Background: an optimization exercise with open tools, aiming at small area, a short achievable clock period and few clock cycles per item. Do not read the settings as production practice.
In this exercise RTL edits were held to simulation tests only and were not proved equivalent to the original.

==> inputs of 09-19 <==
==> flow/design.v (excerpt) <==
module frame_encoder (
    input  wire        clk,
    input  wire        rst,           
    input  wire        cmd_valid,
    output wire        cmd_ready,
    input  wire [63:0] cmd_content_len,
    input  wire [63:0] cmd_seg_size,
    input  wire [63:0] cmd_flags,
    output reg         rsp_valid,
    output reg  [7:0]  rsp_status,
    output reg  [7:0]  rsp_cause,
    output wire [63:0] rsp_msg_len,
    input  wire        in_valid,
    output wire        in_ready,
    input  wire [7:0]  in_data,
    output wire        out_valid,
    input  wire        out_ready,
    output wire [7:0]  out_data,
    output wire        done
);
Settings: LEC_CHECK=0, CAP_MARGIN=20, CORE_MARGIN=2, CORE_UTILIZATION=55, CTS_BUF_LIST=sky130_fd_sc_hd__clkbuf_16, CTS_CLUSTER_DIAMETER=100, CTS_CLUSTER_SIZE=24, SLEW_MARGIN=20; clock period 11.0 ns.
standard.sh (not shown) runs the stock make flow with config.mk's settings and CLKGATE_MAP_FILE= SYNTH_SCRIPT=/design/flow/synth_recipe.tcl, a recipe that flattens the netlist after the stock synthesis.
==> flow/flow/run.sh <==
#!/bin/bash
# The standard ORFS layout (standard.sh, synthesis unchanged) with:
#  - repair_timing asked for extra setup slack, so gates are sized for speed;
#  - port buffers made of sky130_fd_sc_hd__buf_1 instead of the default delay-cell buffer.
# Each step's full output goes to flow_standard.log (and orfs/logs/).
set -euo pipefail
bash standard.sh SETUP_SLACK_MARGIN=7.3 "BUFFER_PORTS_ARGS=-buffer_cell sky130_fd_sc_hd__buf_1" finish > flow_standard.log 2>&1
==> 01-28 (differences from 09-19) <==
--- a/flow/design.v
+++ b/flow/design.v
@@ -97,11 +97,10 @@
     localparam [3:0] S_MHDR = 4'd5;    
     localparam [3:0] S_SHDR = 4'd6;    
     localparam [3:0] S_CONT = 4'd7;    
     localparam [3:0] S_SFTR = 4'd8;    
     localparam [3:0] S_MFTR = 4'd9;    
-    localparam [3:0] S_LOAD = 4'd10;   
     reg [3:0]  state;
     reg [4:0]  cnt;         
     reg [63:0] seg_size;    
     reg [63:0] x;           
     reg [63:0] rem;         
@@ -188,17 +187,14 @@
     crc64_nvme_byte u_msg_crc (.crc_in(msg_crc), .data(ib_d), .crc_out(msg_crc_next));
     always @(posedge clk) begin
         if (rst) begin
             state <= S_IDLE;
         end else if (cmd_fire) begin
-            state <= S_LOAD;
+            state <= S_DIV;
+            cnt   <= 5'd0;
         end else begin
             case (state)
-                S_LOAD: begin
-                    cnt   <= 5'd0;
-                    state <= S_DIV;
-                end
                 S_DIV: begin
                     cnt <= cnt + 5'd1;
                     if (cnt == 5'd16) state <= S_FIN1;
                 end
                 S_FIN1: begin
@@ -252,19 +248,17 @@
     end
     always @(posedge clk) begin
         if (cmd_fire) begin
             seg_size  <= cmd_seg_size;
             x         <= cmd_content_len;
+            rem       <= {17'd0, cmd_content_len[63:17]};
+            q         <= cmd_content_len[16:0];
             crc_on    <= cmd_flags[0];
             bad_flags <= |cmd_flags[63:1];
             len_big   <= cmd_content_len[63];
         end else begin
             case (state)
-                S_LOAD: begin
-                    rem <= {17'd0, x[63:17]};
-                    q   <= x[16:0];
-                end
                 S_DIV: begin
                     s_zero <= (seg_size == 64'd0);
                     rem <= div_ge ? div_diff[63:0] : div_trial[63:0];
                     q   <= {q[15:0], div_ge};
                 end
==> flow/flow/run.sh (replaced) <==
#!/bin/bash
# The standard ORFS layout (standard.sh, synthesis unchanged) with:
#  - repair_timing asked for extra setup slack, so gates are sized for speed;
#  - port buffers made of sky130_fd_sc_hd__buf_1 instead of the default delay-cell buffer.
# Each step's full output goes to flow_standard.log (and orfs/logs/).
set -euo pipefail
bash standard.sh SETUP_SLACK_MARGIN=7 "BUFFER_PORTS_ARGS=-buffer_cell sky130_fd_sc_hd__buf_1" finish > flow_standard.log 2>&1
Settings changed: CTS_BUF_LIST sky130_fd_sc_hd__clkbuf_16 to sky130_fd_sc_hd__clkbuf_8, CTS_CLUSTER_DIAMETER 100 to default, CTS_CLUSTER_SIZE 24 to default.
==> 05-24 (differences from 09-19) <==
--- a/flow/design.v
+++ b/flow/design.v
@@ -97,11 +97,10 @@
     localparam [3:0] S_MHDR = 4'd5;    
     localparam [3:0] S_SHDR = 4'd6;    
     localparam [3:0] S_CONT = 4'd7;    
     localparam [3:0] S_SFTR = 4'd8;    
     localparam [3:0] S_MFTR = 4'd9;    
-    localparam [3:0] S_LOAD = 4'd10;   
     reg [3:0]  state;
     reg [4:0]  cnt;         
     reg [63:0] seg_size;    
     reg [63:0] x;           
     reg [63:0] rem;         
@@ -188,17 +187,14 @@
     crc64_nvme_byte u_msg_crc (.crc_in(msg_crc), .data(ib_d), .crc_out(msg_crc_next));
     always @(posedge clk) begin
         if (rst) begin
             state <= S_IDLE;
         end else if (cmd_fire) begin
-            state <= S_LOAD;
+            state <= S_DIV;
+            cnt   <= 5'd0;
         end else begin
             case (state)
-                S_LOAD: begin
-                    cnt   <= 5'd0;
-                    state <= S_DIV;
-                end
                 S_DIV: begin
                     cnt <= cnt + 5'd1;
                     if (cnt == 5'd16) state <= S_FIN1;
                 end
                 S_FIN1: begin
@@ -252,19 +248,17 @@
     end
     always @(posedge clk) begin
         if (cmd_fire) begin
             seg_size  <= cmd_seg_size;
             x         <= cmd_content_len;
+            rem       <= {17'd0, cmd_content_len[63:17]};
+            q         <= cmd_content_len[16:0];
             crc_on    <= cmd_flags[0];
             bad_flags <= |cmd_flags[63:1];
             len_big   <= cmd_content_len[63];
         end else begin
             case (state)
-                S_LOAD: begin
-                    rem <= {17'd0, x[63:17]};
-                    q   <= x[16:0];
-                end
                 S_DIV: begin
                     s_zero <= (seg_size == 64'd0);
                     rem <= div_ge ? div_diff[63:0] : div_trial[63:0];
                     q   <= {q[15:0], div_ge};
                 end
==> flow/flow/run.sh (replaced) <==
#!/bin/bash
# The standard ORFS layout (standard.sh, synthesis unchanged) with:
#  - repair_timing asked for extra setup slack, so gates are sized for speed;
#  - port buffers made of sky130_fd_sc_hd__buf_1 instead of the default delay-cell buffer.
# Each step's full output goes to flow_standard.log (and orfs/logs/).
set -euo pipefail
bash standard.sh SETUP_SLACK_MARGIN=7 "BUFFER_PORTS_ARGS=-buffer_cell sky130_fd_sc_hd__buf_1" finish > flow_standard.log 2>&1
Settings changed: CORE_UTILIZATION 55 to 40, CTS_BUF_LIST sky130_fd_sc_hd__clkbuf_16 to sky130_fd_sc_hd__clkbuf_8, CTS_CLUSTER_DIAMETER 100 to default, CTS_CLUSTER_SIZE 24 to default.
==> 09-01 (differences from 09-19) <==
--- a/flow/design.v
+++ b/flow/design.v
@@ -97,11 +97,10 @@
     localparam [3:0] S_MHDR = 4'd5;    
     localparam [3:0] S_SHDR = 4'd6;    
     localparam [3:0] S_CONT = 4'd7;    
     localparam [3:0] S_SFTR = 4'd8;    
     localparam [3:0] S_MFTR = 4'd9;    
-    localparam [3:0] S_LOAD = 4'd10;   
     reg [3:0]  state;
     reg [4:0]  cnt;         
     reg [63:0] seg_size;    
     reg [63:0] x;           
     reg [63:0] rem;         
@@ -188,17 +187,14 @@
     crc64_nvme_byte u_msg_crc (.crc_in(msg_crc), .data(ib_d), .crc_out(msg_crc_next));
     always @(posedge clk) begin
         if (rst) begin
             state <= S_IDLE;
         end else if (cmd_fire) begin
-            state <= S_LOAD;
+            state <= S_DIV;
+            cnt   <= 5'd0;
         end else begin
             case (state)
-                S_LOAD: begin
-                    cnt   <= 5'd0;
-                    state <= S_DIV;
-                end
                 S_DIV: begin
                     cnt <= cnt + 5'd1;
                     if (cnt == 5'd16) state <= S_FIN1;
                 end
                 S_FIN1: begin
@@ -252,19 +248,17 @@
     end
     always @(posedge clk) begin
         if (cmd_fire) begin
             seg_size  <= cmd_seg_size;
             x         <= cmd_content_len;
+            rem       <= {17'd0, cmd_content_len[63:17]};
+            q         <= cmd_content_len[16:0];
             crc_on    <= cmd_flags[0];
             bad_flags <= |cmd_flags[63:1];
             len_big   <= cmd_content_len[63];
         end else begin
             case (state)
-                S_LOAD: begin
-                    rem <= {17'd0, x[63:17]};
-                    q   <= x[16:0];
-                end
                 S_DIV: begin
                     s_zero <= (seg_size == 64'd0);
                     rem <= div_ge ? div_diff[63:0] : div_trial[63:0];
                     q   <= {q[15:0], div_ge};
                 end
==> flow/flow/run.sh (replaced) <==
#!/bin/bash
# The standard ORFS layout (standard.sh, synthesis unchanged) with:
#  - repair_timing asked for extra setup slack, so gates are sized for speed;
#  - port buffers made of sky130_fd_sc_hd__buf_1 instead of the default delay-cell buffer.
# Each step's full output goes to flow_standard.log (and orfs/logs/).
set -euo pipefail
bash standard.sh SETUP_SLACK_MARGIN=7 "BUFFER_PORTS_ARGS=-buffer_cell sky130_fd_sc_hd__buf_1" finish > flow_standard.log 2>&1
Settings changed: CORE_UTILIZATION 55 to 40, CTS_CLUSTER_DIAMETER 100 to 60, CTS_CLUSTER_SIZE 24 to 20.
==> flow_metrics.tcl <==
set metrics [dict create \
    outcome "timing/DRC/antenna clean" \
    rr_endpoint "madd_c[1]" \
    die_w_um 231 \
    yosysUniqueCellTypes 80 \
    cp_cell_sequence "inv_1 > fa_1 > inv_1 > fa_1 > ha_2 > fa_2 > a21o_1 > a21o_1 > a21o_1 > a21oi_2 > buf_4 > buf_6 > buf_6 > buf_6 > buf_6 > buf_6 > buf_6 > nor2b_4 > o21ai_2 > nand2b_1" \
    synth_cells 3029 \
    clkLatencyLatePin_ns 0.62 \
]
# the run above: 09-19

==> flow_metrics.tcl <==
set metrics [dict create \
    outcome "timing/DRC/antenna clean" \
    die_w_um 267 \
    clkLatencyLatePin_ns 0.71 \
    start_util_pct 40.3 \
    cp_cell_sequence "buf_1 > and2_4 > buf_6 > inv_8 > buf_6 > o21ai_0 > a221oi_1 > nor2_1" \
    ys_async_sr_fraction_pct 0 \
    post-route-util_pct 46.6 \
    synth_cells 2922 \
    rr_endpoint "q[0]" \
]
# the run above: 05-24

==> flow_metrics.tcl <==
set metrics [dict create \
    rr_endpoint "x[63]" \
    layout.buffer.nonclock.area_share_pct 5.51 \
    gr-max-usage-layer "met2" \
    outcome "timing/DRC/antenna clean" \
    die_w_um 267 \
    nClkBuffers 45 \
    yosysUniqueCellTypes 86 \
    cp_cell_sequence "buf_1 > and2_4 > buf_8 > inv_8 > buf_8 > o21ai_0 > a221oi_1 > nor2_1" \
    clkLatencyLatePin_ns 0.63 \
    synth_cells 2922 \
]
# the run above: 09-01

==> flow_metrics.tcl <==
set metrics [dict create \
    rr_endpoint "q[0]" \
    yosysUniqueCellTypes 86 \
    outcome "timing/DRC/antenna clean" \
    die_w_um 228 \
    cp_cell_sequence "buf_4 > nor4_4 > nand4_1 > nor2_4 > nand2_2 > ha_1 > ha_1 > or4_1 > nor3_2 > nand4_1 > nor3_2 > a41oi_2 > nor2_2 > a21oi_2 > o21ai_1" \
    clkLatencyLatePin_ns 0.73 \
]
# the run above: 01-28

Testbench counts of 09-19, summed over its fixed seeds: cycles 92,423, items 87,783.
Testbench counts of 01-28, summed over its fixed seeds: cycles 92,263, items 87,783.
Testbench counts of 05-24, summed over its fixed seeds: cycles 92,263, items 87,783.
Testbench counts of 09-01, summed over its fixed seeds: cycles 92,263, items 87,783.

port drivers added, routing unchanged:
In the flow no input, the clock included, has a driving cell. The finished layouts below were timed again as built, in two steps. Step 1, drivers: a clkbuf_16 drives clk and a buf_2 each remaining input, both assumed. Step 2 times the ports against the registers' clock, not the clock port: input delays grow and output delays shrink by t, the midpoint of the rising clock arrivals with the driver on. a / b / c = ideal ports / drivers / drivers and shift; a / b = the first two.
run	t (ns)	slack for setup (ns)	worst data-port slew with drivers (ns)
09-19	0.663	6.860 / 6.860 / 6.695	0.07
01-28	0.752	6.884 / 6.884 / 6.262	0.08
05-24	0.746	6.885 / 6.924 / 6.177	0.12
09-01	0.674	7.003 / 7.031 / 6.371	0.11
After both steps every run listed still meets setup and hold. For 05-24, which loses most, drivers alone change the setup slack by +0.039 ns; drivers and shift together by -0.708 ns.
